This is an optimization exercise on Yosys and OpenROAD, whose aim is small area, a short achievable clock period and few clock cycles per item, not a production implementation. The RTL was checked by simulation tests, not by an equivalence proof against the original design. No activity file was given, so power comes from the tool's default toggle rates.

$ cat flow/design.v
module ams_frame_encoder (
    input  wire        clk,
    input  wire        rst,
    input  wire        in_valid,
    output wire        in_ready,
    input  wire        in_clear,
    input  wire        in_stream,      
    input  wire [15:0] in_year,
    input  wire [7:0]  in_month,
    input  wire [7:0]  in_day,
    input  wire [7:0]  in_wday,
    input  wire [7:0]  in_hour,
    input  wire [7:0]  in_minute,
    input  wire [7:0]  in_second,
    input  wire [31:0] in_p,
    input  wire [31:0] in_po,
    input  wire [31:0] in_q,
    input  wire [31:0] in_qo,
    input  wire [31:0] in_i1,
    input  wire [31:0] in_i2,
    input  wire [31:0] in_i3,
    input  wire [15:0] in_u1,
    input  wire [15:0] in_u2,
    input  wire [15:0] in_u3,
    input  wire [31:0] in_tpi,
    input  wire [31:0] in_tpo,
    input  wire [31:0] in_tqi,
    input  wire [31:0] in_tqo,
    output wire        out_valid,
    input  wire        out_ready,
    output wire [7:0]  out_data,
    output wire        out_last
);
    reg        v0, v1;
    reg [15:0] l0_y;
    reg [7:0]  l0_mo, l0_d, l0_w, l0_h, l0_mi;
    reg [6:0]  l0_s;
    reg [15:0] l1_y;
    reg [7:0]  l1_mo, l1_d, l1_w, l1_h;
    wire [7:0] sec10 = in_second - (in_second % 8'd10);
    wire eq0 = v0 && ({in_year, in_month, in_day, in_wday, in_hour, in_minute, sec10[7:1]} ==
                      {l0_y, l0_mo, l0_d, l0_w, l0_h, l0_mi, l0_s});
    wire eq1 = v1 && ({in_year, in_month, in_day, in_wday, in_hour} ==
                      {l1_y, l1_mo, l1_d, l1_w, l1_h});
    wire dup = in_stream ? eq1 : eq0;
    reg        in_rdy;
    reg        act;            
    reg [8:0]  pos;            
    reg        r_stream;
    reg        r_single;       
    reg        r_sup;          
    reg        p_v;            
    reg        p_stream, p_single, p_sup;
    assign in_ready = in_rdy;
    wire accept = in_valid && in_rdy;
    wire n_single = in_clear || dup;
    wire n_sup    = !in_clear && dup;
    reg        skid_v;
    wire       push = act && !skid_v;
    reg [7:0] rc;
    reg       rd, rt, rfl, rfh, rs, rci, rce, rl;
    reg [2:0] rk;
    always @* begin
        rc = 8'h00; rd = 1'b0; rt = 1'b0; rfl = 1'b0; rfh = 1'b0; rs = 1'b0; rk = 3'd0;
        rci = 1'b0; rce = 1'b0; rl = 1'b0;
        case (pos)
            9'd0: begin rs = 1'b1; end
            9'd1: if (r_stream) begin rc = 8'h01; end else begin  end
            9'd2: if (r_stream) begin rc = 8'h23; end else begin rc = 8'hD9; end
            9'd3: begin rc = 8'h7E; rci = 1'b1; end
            9'd4: if (r_stream) begin rc = 8'hA1; rce = 1'b1; end else begin rc = 8'hA0; rce = 1'b1; end
            9'd5: if (r_stream) begin rc = 8'h21; rce = 1'b1; end else begin rc = 8'hD7; rce = 1'b1; end
            9'd6: begin rc = 8'h2B; rce = 1'b1; end
            9'd7: begin rc = 8'h21; rce = 1'b1; end
            9'd8: begin rc = 8'h13; rce = 1'b1; end
            9'd9: if (r_stream) begin rc = 8'h73; rce = 1'b1; end else begin rc = 8'h86; rce = 1'b1; end
            9'd10: if (r_stream) begin rc = 8'h8F; rce = 1'b1; end else begin rc = 8'hB8; rce = 1'b1; end
            9'd11: begin rc = 8'hE6; rce = 1'b1; end
            9'd12: begin rc = 8'hE7; rce = 1'b1; end
            9'd13: begin rce = 1'b1; end
            9'd14: begin rc = 8'h0F; rce = 1'b1; end
            9'd15: begin rce = 1'b1; end
            9'd16: begin rce = 1'b1; end
            9'd17: begin rce = 1'b1; end
            9'd18: begin rce = 1'b1; end
            9'd19: begin rc = 8'h0C; rce = 1'b1; end
            9'd20: begin rt = 1'b1; rk = 3'd0; rce = 1'b1; end
            9'd21: begin rt = 1'b1; rk = 3'd1; rce = 1'b1; end
            9'd22: begin rt = 1'b1; rk = 3'd2; rce = 1'b1; end
            9'd23: begin rt = 1'b1; rk = 3'd3; rce = 1'b1; end
            9'd24: begin rt = 1'b1; rk = 3'd4; rce = 1'b1; end
            9'd25: begin rt = 1'b1; rk = 3'd5; rce = 1'b1; end
            9'd26: if (r_stream) begin rce = 1'b1; end else begin rt = 1'b1; rk = 3'd6; rce = 1'b1; end
            9'd27: if (r_stream) begin rc = 8'h37; rce = 1'b1; end else begin rt = 1'b1; rk = 3'd7; rce = 1'b1; end
            9'd28: begin rc = 8'hFF; rce = 1'b1; end
            9'd29: begin rc = 8'h80; rce = 1'b1; end
            9'd30: begin rce = 1'b1; end
            9'd31: begin rce = 1'b1; end
            9'd32: begin rc = 8'h02; rce = 1'b1; end
            9'd33: if (r_stream) begin rc = 8'h23; rce = 1'b1; end else begin rc = 8'h19; rce = 1'b1; end
            9'd34: begin rc = 8'h0A; rce = 1'b1; end
            9'd35: begin rc = 8'h0A; rce = 1'b1; end
            9'd36: begin rc = 8'h54; rce = 1'b1; end
            9'd37: begin rc = 8'h45; rce = 1'b1; end
            9'd38: begin rc = 8'h53; rce = 1'b1; end
            9'd39: begin rc = 8'h54; rce = 1'b1; end
            9'd40: begin rc = 8'h5F; rce = 1'b1; end
            9'd41: begin rc = 8'h56; rce = 1'b1; end
            9'd42: begin rc = 8'h30; rce = 1'b1; end
            9'd43: begin rc = 8'h30; rce = 1'b1; end
            9'd44: begin rc = 8'h30; rce = 1'b1; end
            9'd45: begin rc = 8'h31; rce = 1'b1; end
            9'd46: begin rc = 8'h09; rce = 1'b1; end
            9'd47: begin rc = 8'h06; rce = 1'b1; end
            9'd48: begin rc = 8'h01; rce = 1'b1; end
            9'd49: begin rc = 8'h01; rce = 1'b1; end
            9'd50: begin rce = 1'b1; end
            9'd51: begin rce = 1'b1; end
            9'd52: begin rc = 8'h05; rce = 1'b1; end
            9'd53: begin rc = 8'hFF; rce = 1'b1; end
            9'd54: begin rc = 8'h0A; rce = 1'b1; end
            9'd55: begin rc = 8'h10; rce = 1'b1; end
            9'd56: begin rc = 8'h31; rce = 1'b1; end
            9'd57: begin rc = 8'h32; rce = 1'b1; end
            9'd58: begin rc = 8'h33; rce = 1'b1; end
            9'd59: begin rc = 8'h34; rce = 1'b1; end
            9'd60: begin rc = 8'h35; rce = 1'b1; end
            9'd61: begin rc = 8'h36; rce = 1'b1; end
            9'd62: begin rc = 8'h37; rce = 1'b1; end
            9'd63: begin rc = 8'h38; rce = 1'b1; end
            9'd64: begin rc = 8'h39; rce = 1'b1; end
            9'd65: begin rc = 8'h30; rce = 1'b1; end
            9'd66: begin rc = 8'h31; rce = 1'b1; end
            9'd67: begin rc = 8'h32; rce = 1'b1; end
            9'd68: begin rc = 8'h33; rce = 1'b1; end
            9'd69: begin rc = 8'h34; rce = 1'b1; end
            9'd70: begin rc = 8'h35; rce = 1'b1; end
            9'd71: begin rc = 8'h36; rce = 1'b1; end
            9'd72: begin rc = 8'h09; rce = 1'b1; end
            9'd73: begin rc = 8'h06; rce = 1'b1; end
            9'd74: begin rc = 8'h01; rce = 1'b1; end
            9'd75: begin rc = 8'h01; rce = 1'b1; end
            9'd76: begin rc = 8'h60; rce = 1'b1; end
            9'd77: begin rc = 8'h01; rce = 1'b1; end
            9'd78: begin rc = 8'h01; rce = 1'b1; end
            9'd79: begin rc = 8'hFF; rce = 1'b1; end
            9'd80: begin rc = 8'h0A; rce = 1'b1; end
            9'd81: begin rc = 8'h0B; rce = 1'b1; end
            9'd82: begin rc = 8'h54; rce = 1'b1; end
            9'd83: begin rc = 8'h45; rce = 1'b1; end
            9'd84: begin rc = 8'h53; rce = 1'b1; end
            9'd85: begin rc = 8'h54; rce = 1'b1; end
            9'd86: begin rc = 8'h4D; rce = 1'b1; end
            9'd87: begin rc = 8'h45; rce = 1'b1; end
            9'd88: begin rc = 8'h54; rce = 1'b1; end
            9'd89: begin rc = 8'h45; rce = 1'b1; end
            9'd90: begin rc = 8'h52; rce = 1'b1; end
            9'd91: begin rc = 8'h30; rce = 1'b1; end
            9'd92: begin rc = 8'h31; rce = 1'b1; end
            9'd93: begin rc = 8'h09; rce = 1'b1; end
            9'd94: begin rc = 8'h06; rce = 1'b1; end
            9'd95: begin rc = 8'h01; rce = 1'b1; end
            9'd96: begin rc = 8'h01; rce = 1'b1; end
            9'd97: begin rc = 8'h01; rce = 1'b1; end
            9'd98: begin rc = 8'h07; rce = 1'b1; end
            9'd99: begin rce = 1'b1; end
            9'd100: begin rc = 8'hFF; rce = 1'b1; end
            9'd101: begin rc = 8'h06; rce = 1'b1; end
            9'd102: begin rd = 1'b1; rce = 1'b1; end
            9'd103: begin rd = 1'b1; rce = 1'b1; end
            9'd104: begin rd = 1'b1; rce = 1'b1; end
            9'd105: begin rd = 1'b1; rce = 1'b1; end
            9'd106: begin rc = 8'h09; rce = 1'b1; end
            9'd107: begin rc = 8'h06; rce = 1'b1; end
            9'd108: begin rc = 8'h01; rce = 1'b1; end
            9'd109: begin rc = 8'h01; rce = 1'b1; end
            9'd110: begin rc = 8'h02; rce = 1'b1; end
            9'd111: begin rc = 8'h07; rce = 1'b1; end
            9'd112: begin rce = 1'b1; end
            9'd113: begin rc = 8'hFF; rce = 1'b1; end
            9'd114: begin rc = 8'h06; rce = 1'b1; end
            9'd115: begin rd = 1'b1; rce = 1'b1; end
            9'd116: begin rd = 1'b1; rce = 1'b1; end
            9'd117: begin rd = 1'b1; rce = 1'b1; end
            9'd118: begin rd = 1'b1; rce = 1'b1; end
            9'd119: begin rc = 8'h09; rce = 1'b1; end
            9'd120: begin rc = 8'h06; rce = 1'b1; end
            9'd121: begin rc = 8'h01; rce = 1'b1; end
            9'd122: begin rc = 8'h01; rce = 1'b1; end
            9'd123: begin rc = 8'h03; rce = 1'b1; end
            9'd124: begin rc = 8'h07; rce = 1'b1; end
            9'd125: begin rce = 1'b1; end
            9'd126: begin rc = 8'hFF; rce = 1'b1; end
            9'd127: begin rc = 8'h06; rce = 1'b1; end
            9'd128: begin rd = 1'b1; rce = 1'b1; end
            9'd129: begin rd = 1'b1; rce = 1'b1; end
            9'd130: begin rd = 1'b1; rce = 1'b1; end
            9'd131: begin rd = 1'b1; rce = 1'b1; end
            9'd132: begin rc = 8'h09; rce = 1'b1; end
            9'd133: begin rc = 8'h06; rce = 1'b1; end
            9'd134: begin rc = 8'h01; rce = 1'b1; end
            9'd135: begin rc = 8'h01; rce = 1'b1; end
            9'd136: begin rc = 8'h04; rce = 1'b1; end
            9'd137: begin rc = 8'h07; rce = 1'b1; end
            9'd138: begin rce = 1'b1; end
            9'd139: begin rc = 8'hFF; rce = 1'b1; end
            9'd140: begin rc = 8'h06; rce = 1'b1; end
            9'd141: begin rd = 1'b1; rce = 1'b1; end
            9'd142: begin rd = 1'b1; rce = 1'b1; end
            9'd143: begin rd = 1'b1; rce = 1'b1; end
            9'd144: begin rd = 1'b1; rce = 1'b1; end
            9'd145: begin rc = 8'h09; rce = 1'b1; end
            9'd146: begin rc = 8'h06; rce = 1'b1; end
            9'd147: begin rc = 8'h01; rce = 1'b1; end
            9'd148: begin rc = 8'h01; rce = 1'b1; end
            9'd149: begin rc = 8'h1F; rce = 1'b1; end
            9'd150: begin rc = 8'h07; rce = 1'b1; end
            9'd151: begin rce = 1'b1; end
            9'd152: begin rc = 8'hFF; rce = 1'b1; end
            9'd153: begin rc = 8'h06; rce = 1'b1; end
            9'd154: begin rd = 1'b1; rce = 1'b1; end
            9'd155: begin rd = 1'b1; rce = 1'b1; end
            9'd156: begin rd = 1'b1; rce = 1'b1; end
            9'd157: begin rd = 1'b1; rce = 1'b1; end
            9'd158: begin rc = 8'h09; rce = 1'b1; end
            9'd159: begin rc = 8'h06; rce = 1'b1; end
            9'd160: begin rc = 8'h01; rce = 1'b1; end
            9'd161: begin rc = 8'h01; rce = 1'b1; end
            9'd162: begin rc = 8'h33; rce = 1'b1; end
            9'd163: begin rc = 8'h07; rce = 1'b1; end
            9'd164: begin rce = 1'b1; end
            9'd165: begin rc = 8'hFF; rce = 1'b1; end
            9'd166: begin rc = 8'h06; rce = 1'b1; end
            9'd167: begin rd = 1'b1; rce = 1'b1; end
            9'd168: begin rd = 1'b1; rce = 1'b1; end
            9'd169: begin rd = 1'b1; rce = 1'b1; end
            9'd170: begin rd = 1'b1; rce = 1'b1; end
            9'd171: begin rc = 8'h09; rce = 1'b1; end
            9'd172: begin rc = 8'h06; rce = 1'b1; end
            9'd173: begin rc = 8'h01; rce = 1'b1; end
            9'd174: begin rc = 8'h01; rce = 1'b1; end
            9'd175: begin rc = 8'h47; rce = 1'b1; end
            9'd176: begin rc = 8'h07; rce = 1'b1; end
            9'd177: begin rce = 1'b1; end
            9'd178: begin rc = 8'hFF; rce = 1'b1; end
            9'd179: begin rc = 8'h06; rce = 1'b1; end
            9'd180: begin rd = 1'b1; rce = 1'b1; end
            9'd181: begin rd = 1'b1; rce = 1'b1; end
            9'd182: begin rd = 1'b1; rce = 1'b1; end
            9'd183: begin rd = 1'b1; rce = 1'b1; end
            9'd184: begin rc = 8'h09; rce = 1'b1; end
            9'd185: begin rc = 8'h06; rce = 1'b1; end
            9'd186: begin rc = 8'h01; rce = 1'b1; end
            9'd187: begin rc = 8'h01; rce = 1'b1; end
            9'd188: begin rc = 8'h20; rce = 1'b1; end
            9'd189: begin rc = 8'h07; rce = 1'b1; end
            9'd190: begin rce = 1'b1; end
            9'd191: begin rc = 8'hFF; rce = 1'b1; end
            9'd192: begin rc = 8'h12; rce = 1'b1; end
            9'd193: begin rd = 1'b1; rce = 1'b1; end
            9'd194: begin rd = 1'b1; rce = 1'b1; end
            9'd195: begin rc = 8'h09; rce = 1'b1; end
            9'd196: begin rc = 8'h06; rce = 1'b1; end
            9'd197: begin rc = 8'h01; rce = 1'b1; end
            9'd198: begin rc = 8'h01; rce = 1'b1; end
            9'd199: begin rc = 8'h34; rce = 1'b1; end
            9'd200: begin rc = 8'h07; rce = 1'b1; end
            9'd201: begin rce = 1'b1; end
            9'd202: begin rc = 8'hFF; rce = 1'b1; end
            9'd203: begin rc = 8'h12; rce = 1'b1; end
            9'd204: begin rd = 1'b1; rce = 1'b1; end
            9'd205: begin rd = 1'b1; rce = 1'b1; end
            9'd206: begin rc = 8'h09; rce = 1'b1; end
            9'd207: begin rc = 8'h06; rce = 1'b1; end
            9'd208: begin rc = 8'h01; rce = 1'b1; end
            9'd209: begin rc = 8'h01; rce = 1'b1; end
            9'd210: begin rc = 8'h48; rce = 1'b1; end
            9'd211: begin rc = 8'h07; rce = 1'b1; end
            9'd212: begin rce = 1'b1; end
            9'd213: begin rc = 8'hFF; rce = 1'b1; end
            9'd214: begin rc = 8'h12; rce = 1'b1; end
            9'd215: begin rd = 1'b1; rce = 1'b1; end
            9'd216: begin rd = 1'b1; rce = 1'b1; end
            9'd217: if (r_stream) begin rc = 8'h09; rce = 1'b1; end else begin rfl = 1'b1; end
            9'd218: if (r_stream) begin rc = 8'h06; rce = 1'b1; end else begin rfh = 1'b1; end
            9'd219: if (r_stream) begin rce = 1'b1; end else begin rc = 8'h7E; rl = 1'b1; end
            9'd220: begin rc = 8'h01; rce = 1'b1; end
            9'd221: begin rc = 8'h01; rce = 1'b1; end
            9'd222: begin rce = 1'b1; end
            9'd223: begin rce = 1'b1; end
            9'd224: begin rc = 8'hFF; rce = 1'b1; end
            9'd225: begin rc = 8'h09; rce = 1'b1; end
            9'd226: begin rc = 8'h0C; rce = 1'b1; end
            9'd227: begin rt = 1'b1; rk = 3'd0; rce = 1'b1; end
            9'd228: begin rt = 1'b1; rk = 3'd1; rce = 1'b1; end
            9'd229: begin rt = 1'b1; rk = 3'd2; rce = 1'b1; end
            9'd230: begin rt = 1'b1; rk = 3'd3; rce = 1'b1; end
            9'd231: begin rt = 1'b1; rk = 3'd4; rce = 1'b1; end
            9'd232: begin rt = 1'b1; rk = 3'd5; rce = 1'b1; end
            9'd233: begin rce = 1'b1; end
            9'd234: begin rc = 8'h37; rce = 1'b1; end
            9'd235: begin rc = 8'hFF; rce = 1'b1; end
            9'd236: begin rc = 8'h80; rce = 1'b1; end
            9'd237: begin rce = 1'b1; end
            9'd238: begin rce = 1'b1; end
            9'd239: begin rc = 8'h09; rce = 1'b1; end
            9'd240: begin rc = 8'h06; rce = 1'b1; end
            9'd241: begin rc = 8'h01; rce = 1'b1; end
            9'd242: begin rc = 8'h01; rce = 1'b1; end
            9'd243: begin rc = 8'h01; rce = 1'b1; end
            9'd244: begin rc = 8'h08; rce = 1'b1; end
            9'd245: begin rce = 1'b1; end
            9'd246: begin rc = 8'hFF; rce = 1'b1; end
            9'd247: begin rc = 8'h06; rce = 1'b1; end
            9'd248: begin rd = 1'b1; rce = 1'b1; end
            9'd249: begin rd = 1'b1; rce = 1'b1; end
            9'd250: begin rd = 1'b1; rce = 1'b1; end
            9'd251: begin rd = 1'b1; rce = 1'b1; end
            9'd252: begin rc = 8'h09; rce = 1'b1; end
            9'd253: begin rc = 8'h06; rce = 1'b1; end
            9'd254: begin rc = 8'h01; rce = 1'b1; end
            9'd255: begin rc = 8'h01; rce = 1'b1; end
            9'd256: begin rc = 8'h02; rce = 1'b1; end
            9'd257: begin rc = 8'h08; rce = 1'b1; end
            9'd258: begin rce = 1'b1; end
            9'd259: begin rc = 8'hFF; rce = 1'b1; end
            9'd260: begin rc = 8'h06; rce = 1'b1; end
            9'd261: begin rd = 1'b1; rce = 1'b1; end
            9'd262: begin rd = 1'b1; rce = 1'b1; end
            9'd263: begin rd = 1'b1; rce = 1'b1; end
            9'd264: begin rd = 1'b1; rce = 1'b1; end
            9'd265: begin rc = 8'h09; rce = 1'b1; end
            9'd266: begin rc = 8'h06; rce = 1'b1; end
            9'd267: begin rc = 8'h01; rce = 1'b1; end
            9'd268: begin rc = 8'h01; rce = 1'b1; end
            9'd269: begin rc = 8'h03; rce = 1'b1; end
            9'd270: begin rc = 8'h08; rce = 1'b1; end
            9'd271: begin rce = 1'b1; end
            9'd272: begin rc = 8'hFF; rce = 1'b1; end
            9'd273: begin rc = 8'h06; rce = 1'b1; end
            9'd274: begin rd = 1'b1; rce = 1'b1; end
            9'd275: begin rd = 1'b1; rce = 1'b1; end
            9'd276: begin rd = 1'b1; rce = 1'b1; end
            9'd277: begin rd = 1'b1; rce = 1'b1; end
            9'd278: begin rc = 8'h09; rce = 1'b1; end
            9'd279: begin rc = 8'h06; rce = 1'b1; end
            9'd280: begin rc = 8'h01; rce = 1'b1; end
            9'd281: begin rc = 8'h01; rce = 1'b1; end
            9'd282: begin rc = 8'h04; rce = 1'b1; end
            9'd283: begin rc = 8'h08; rce = 1'b1; end
            9'd284: begin rce = 1'b1; end
            9'd285: begin rc = 8'hFF; rce = 1'b1; end
            9'd286: begin rc = 8'h06; rce = 1'b1; end
            9'd287: begin rd = 1'b1; rce = 1'b1; end
            9'd288: begin rd = 1'b1; rce = 1'b1; end
            9'd289: begin rd = 1'b1; rce = 1'b1; end
            9'd290: begin rd = 1'b1; rce = 1'b1; end
            9'd291: begin rfl = 1'b1; end
            9'd292: begin rfh = 1'b1; end
            9'd293: begin rc = 8'h7E; rl = 1'b1; end
            default: ;
        endcase
    end
    reg [399:0] ch;
    wire [7:0] head = ch[399:392];
    reg [7:0] dtb;
    always @* begin
        case (rk)
            3'd0: dtb = r_stream ? l1_y[15:8] : l0_y[15:8];
            3'd1: dtb = r_stream ? l1_y[7:0]  : l0_y[7:0];
            3'd2: dtb = r_stream ? l1_mo : l0_mo;
            3'd3: dtb = r_stream ? l1_d  : l0_d;
            3'd4: dtb = r_stream ? l1_w  : l0_w;
            3'd5: dtb = r_stream ? l1_h  : l0_h;
            3'd6: dtb = l0_mi;
            default: dtb = {l0_s, 1'b0};
        endcase
    end
    reg [15:0] crc;
    wire [7:0] byte_o = rc
                      | ({8{rd}}  & head)
                      | ({8{rt}}  & dtb)
                      | ({8{rfl}} & ~crc[7:0])
                      | ({8{rfh}} & ~crc[15:8])
                      | {7'd0, rs & r_sup};
    wire cur_last = r_single || rl;
    wire a_done = push && cur_last;
    function [15:0] crc16_byte;
        input [15:0] c_in;
        input [7:0]  d;
        integer k;
        reg [15:0] c;
        begin
            c = c_in ^ {8'h00, d};
            for (k = 0; k < 8; k = k + 1) begin
                if (c[0]) c = (c >> 1) ^ 16'h8408;
                else      c = c >> 1;
            end
            crc16_byte = c;
        end
    endfunction
    reg       out_v, out_l, skid_l;
    reg [7:0] out_d, skid_d;
    assign out_valid = out_v;
    assign out_data  = out_d;
    assign out_last  = out_l;
    always @(posedge clk) begin
        if (rst) begin
            out_v  <= 1'b0;
            skid_v <= 1'b0;
        end else if (!out_v || out_ready) begin
            if (skid_v) begin
                out_d  <= skid_d;
                out_l  <= skid_l;
                out_v  <= 1'b1;
                skid_v <= 1'b0;
            end else if (push) begin
                out_d <= byte_o;
                out_l <= cur_last;
                out_v <= 1'b1;
            end else begin
                out_v <= 1'b0;
            end
        end else if (push) begin
            skid_d <= byte_o;
            skid_l <= cur_last;
            skid_v <= 1'b1;
        end
    end
    reg       n_act, n_pv, n_str, n_sgl;
    reg [8:0] n_pos;
    always @* begin
        n_act = act;
        n_pv  = p_v;
        n_str = r_stream;
        n_sgl = r_single;
        n_pos = push ? pos + 9'd1 : pos;
        if (a_done) begin
            n_act = p_v;
            n_pv  = 1'b0;
            n_str = p_stream;
            n_sgl = p_single;
            n_pos = 9'd0;
        end
        if (accept) begin
            if (!act || a_done) begin
                n_act = 1'b1;
                n_str = in_stream;
                n_sgl = n_single;
                n_pos = 9'd0;
            end else begin
                n_pv = 1'b1;
            end
        end
    end
    always @(posedge clk) begin
        if (rst) begin
            act    <= 1'b0;
            p_v    <= 1'b0;
            in_rdy <= 1'b1;
            v0     <= 1'b0;
            v1     <= 1'b0;
        end else begin
            act      <= n_act;
            p_v      <= n_pv;
            pos      <= n_pos;
            r_stream <= n_str;
            r_single <= n_sgl;
            in_rdy   <= !n_pv && (!n_act || n_sgl || n_pos >= (n_str ? 9'd291 : 9'd217));
            if (a_done)
                r_sup <= p_sup;
            if (accept) begin
                if (!act || a_done)
                    r_sup <= n_sup;
                else begin
                    p_stream <= in_stream;
                    p_single <= n_single;
                    p_sup    <= n_sup;
                end
                if (in_clear) begin
                    v0 <= 1'b0;
                    v1 <= 1'b0;
                end else if (in_stream)
                    v1 <= 1'b1;
                else
                    v0 <= 1'b1;
            end
        end
    end
    always @(posedge clk) begin
        if (accept && !in_clear) begin
            if (in_stream) begin
                l1_y <= in_year; l1_mo <= in_month; l1_d <= in_day;
                l1_w <= in_wday; l1_h <= in_hour;
            end else begin
                l0_y <= in_year; l0_mo <= in_month; l0_d <= in_day;
                l0_w <= in_wday; l0_h <= in_hour; l0_mi <= in_minute;
                l0_s <= sec10[7:1];
            end
        end
    end
    always @(posedge clk) begin
        if (in_rdy)
            ch <= {in_p, in_po, in_q, in_qo, in_i1, in_i2, in_i3,
                   in_u1, in_u2, in_u3, in_tpi, in_tpo, in_tqi, in_tqo};
        else if (push && rd)
            ch <= {ch[391:0], 8'h00};
        if (push) begin
            if (rci)
                crc <= 16'hFFFF;
            else if (rce)
                crc <= crc16_byte(crc, byte_o);
        end
    end
endmodule
$ cat flow/run.sh
#!/bin/bash
# synth_recipe.tcl (not shown) runs the flow's synth.tcl, then flattens the netlist and writes it again
# the make line also repeats each setting of config.mk as NAME=value (left out here)
make -C /OpenROAD-flow-scripts/flow DESIGN_CONFIG=/design/flow/config.mk WORK_HOME=/design/flow/orfs CLKGATE_MAP_FILE= SYNTH_SCRIPT=/design/flow/synth_recipe.tcl finish
$ cat flow/config.mk
export PLATFORM = sky130hd
export DESIGN_NAME = ams_frame_encoder
export DESIGN_NICKNAME = ams_frame_encoder
export VERILOG_FILES = /design/flow/design.v
export SDC_FILE = /design/flow/constraint.sdc
export NUM_CORES = 4
export LEC_CHECK = 0
export CAP_MARGIN = 20
export CORE_MARGIN = 2
export CORE_UTILIZATION = 40
export SLEW_MARGIN = 20
$ cat flow/constraint.sdc
create_clock -name core_clock -period 10.0 [get_ports {clk}]
set_input_delay 2.0000 -clock core_clock [delete_from_list [all_inputs] [get_ports {clk}]]
set_output_delay 2.0000 -clock core_clock [all_outputs]
set_load 0.01 [all_outputs]
==> results_dict.tcl <==
set metrics [dict create \
    cp_max_fo 10 \
    fin_area_sq_um 37180 \
    async_flop_share_pct 0 \
    first_pass_iters 5 \
    slew_viol_final 0 \
    grt_first_pass_wirelength_um 141400 \
    coreArea_sq_um 72590 \
    hold_path_end "ch[239]" \
    hold_class "flip-flop to flip-flop" \
    cts_buffers 67 \
    synth_flop_cell "edfxtp_1" \
    vias_per_cell 5.714 \
    r2r-start "pos[0]" \
    fin_cells 3597 \
    dp_cells 3466 \
    arrival_ns 6.45 \
    status "no timing/DRC/antenna violations" \
    min_path_cells 1 \
    gp_congestion 0.9886 \
    mostFrequentLayoutCells "edfxtp_1 (560), clkdlybuf4s50_1 (479), mux2_2 (405)" \
    portBuffers 479 \
    ioPinCount 481 \
    critical_path_class "input pin to flip-flop" \
    r2r_slack_ns 4.76 \
    ff2ff_path_depth 10 \
    antenna_found_initial 30 \
    hold_violations 0 \
    final_common_cell "edfxtp_1" \
    wl_um 98850 \
    final_nets 3066 \
    cts_sinks 567 \
    via_count 20560 \
    synthToLayoutAreaGrowth_pct 27.23 \
    synth_edf_count 560 \
    fin_util_pct 51.22 \
    synth_cells 2122 \
    tightestPinTransition_ns 1.055 \
    setup_violations 0 \
    die_w_um 274.3 \
    cap_violations 0 \
    grt_pass1_vias 21030 \
    dp_hpwl_um 71780 \
    setup_tns_ns 0 \
    start_kind "input pin" \
    yosys_warnings 1 \
    clockBufferDepth 3 \
    syn-cell-area_sq_um 29220 \
    clock_skew_ns 0.03267 \
    ys_seq_area_share_pct 58.03 \
    leakagePower_nw 12.97 \
    ys_types 112 \
    post_cts_buffers 0 \
    fin_crit_ns 5.949 \
    final_antenna_net_count 0 \
    rsz0062_at_grt "false" \
    synth_seq_cells 567 \
    cts_tree "yes" \
    grt_overflow_total 0 \
    hold_ws_ns 0.5260 \
    hold_buffers 0 \
    syn_area_per_cell_sq_um 13.77 \
    drc_errors 0 \
    cts_resized 0 \
    grt_use_total_pct 25.64 \
    wire_per_inst_um 27.48 \
    cts-root-buf "clkbuf_16" \
    irDropWorstVdd_uv 154.6 \
    start_util_pct 40.26 \
    drive_gt1_share_pct 23.19 \
    crit_path_end_kind "flip-flop" \
    final.period_utilization_pct 59.49 \
    regToRegEndpoint "ch[57]" \
    insertion_delay_ns 0.61 \
    dieHeight_um 274.3 \
    min_from "ch[231]" \
    post-place-ws_ns 3.450 \
    path_clk_slew_ns 0.06 \
    slew_headroom_pct 29.69 \
    num_rows 99 \
    cts.htree.levels 3 \
    max_freq_ghz 0.1681 \
    placed_area_sq_um 34960 \
    drt_iter0_markers 2056 \
    grt_max_degree 187 \
    required_ns 10.50 \
    power_mw 7.409 \
    cellPowerDensity_nw_per_um2 199.3 \
    die-area_sq_um 75230 \
    timing.final.ws_setup_ns 4.051 \
]
## worst max-delay path by stage
| stage | end | slack [ns] | depth (start not counted) | startpoint |
|---|---|---|---|---|
| final | in_rdy | 4.05 | 20 | in_second[5] |
| after global routing | in_rdy | 3.68 | 21 | in_second[5] |
| after CTS | in_rdy | 4.06 | 20 | in_second[5] |
| after detailed placement | in_rdy | 3.45 | 20 | in_second[5] |
| after global placement | in_rdy | 3.48 | 21 | in_second[5] |
| after floorplan | ch[0] | 2.61 | 9 | pos[0] |
## cell usage after synthesis (all sizes together) (17+ instances only)
cell	number	area share (%)
and2	18	0.39
o21ai	63	1.1
a21oi	54	0.94
nand3	45	0.83
mux2i	28	1.0
inv	31	0.40
a211oi	17	0.49
nand2b	25	0.54
buf	53	1.1
xor2	74	2.2
nor4	37	0.84
o22ai	21	0.45
xnor2	53	1.7
nor2b	23	0.49
edfxtp	560	58
nand4	34	0.73
nor3	38	0.67
mux2	405	16
nor2	89	1.2
ha	19	0.81
nand2	99	1.3
clkbuf	80	1.0
## power by group
group	total, mW	switching [mW]	internal, mW	leakage, nW
logic	1.55	0.819	0.730	6.25
clock network	2.43	1.04	1.39	1.04
registers	3.43	0.173	3.25	5.67
total	7.41	2.03	5.38	13.0
## worst max-delay path, stage by stage
cell,delay [ns]
clkdlybuf4s50_1,0.61
nand2b_1,0.29
a32o_1,0.28
a211oi_1,0.23
a21oi_1,0.06
a31o_2,0.25
nand2b_1,0.17
a21o_1,0.20
ha_1,0.29
xor2_1,0.30
o21ai_0,0.14
nand2b_1,0.12
a21o_1,0.14
nand4_1,0.10
and4b_1,0.20
xor2_1,0.16
xnor2_1,0.16
a41oi_1,0.33
a31oi_1,0.18
o21ba_2,0.23
## kinds of logic after synthesis
logic type               share of synthesized area (%)
XOR/XNOR                                         3.961
other                                          0.01283
flip-flops                                       58.03
multiplexers                                     17.79
adder cells (fa/ha/maj)                         0.8135
buffers and inverters                            2.483
AO/OA/AOI/OAI                                    7.943
AND/OR/NAND/NOR                                  8.970
## layout make-up
class	instances	area (sq um)
clock buffer	75	1728
timing repair buffer	517	5129
clock inverter	47	439.2
multi-input combinational	1393	11590
tap	959	1200
sequential	567	16960
fill	6363	35410
inverter	31	116.4
antenna	8	20.02
## per-layer routing
metal,part of all wire (%),vias to the layer above,global-route usage [%]
li1,-,9209,-
met1,40,10240,32.53
met2,48,845,41.59
met3,8.4,218,7.820
met4,3.5,44,8.767
met5,0.30,-,0.3209
## flip-flops by register name, summed over array words and instances, names as in the netlist, 7 cells and up
name    count
ch        400
crc        16
l0_y       16
l1_y       16
pos         9
l0_d        8
l0_h        8
l0_mi       8
l0_mo       8
l0_w        8
l1_d        8
l1_h        8
l1_mo       8
l1_w        8
out_d       8
skid_d      8
l0_s        7
Testbench counts, summed over its fixed seeds: cycles 73,100, items 512.

==> re-timing with driven ports <==
Ports are ideal in the flow. The routed layout listed here was re-timed in OpenROAD. Step 1 sets driving cells, clkbuf_16 on the clock port and buf_2 on the other inputs (assumed; they add their load-dependent delay and slew). Step 2 times the ports against the registers' clock, not the clock port: input delays grow and output delays shrink by t, the midpoint of the rising clock arrivals with the driver on. a / b / c = ideal / step 1 / step 2; a / b = the first two.
t, ns: 0.664
setup slack, ns: 4.051 / 4.073 / 3.409
clock arrival spread, ns: 0.035 / 0.034
After both steps this run still meets setup and hold. The setup slack of this run moves by +0.022 ns with the drivers and by -0.642 ns with both steps.
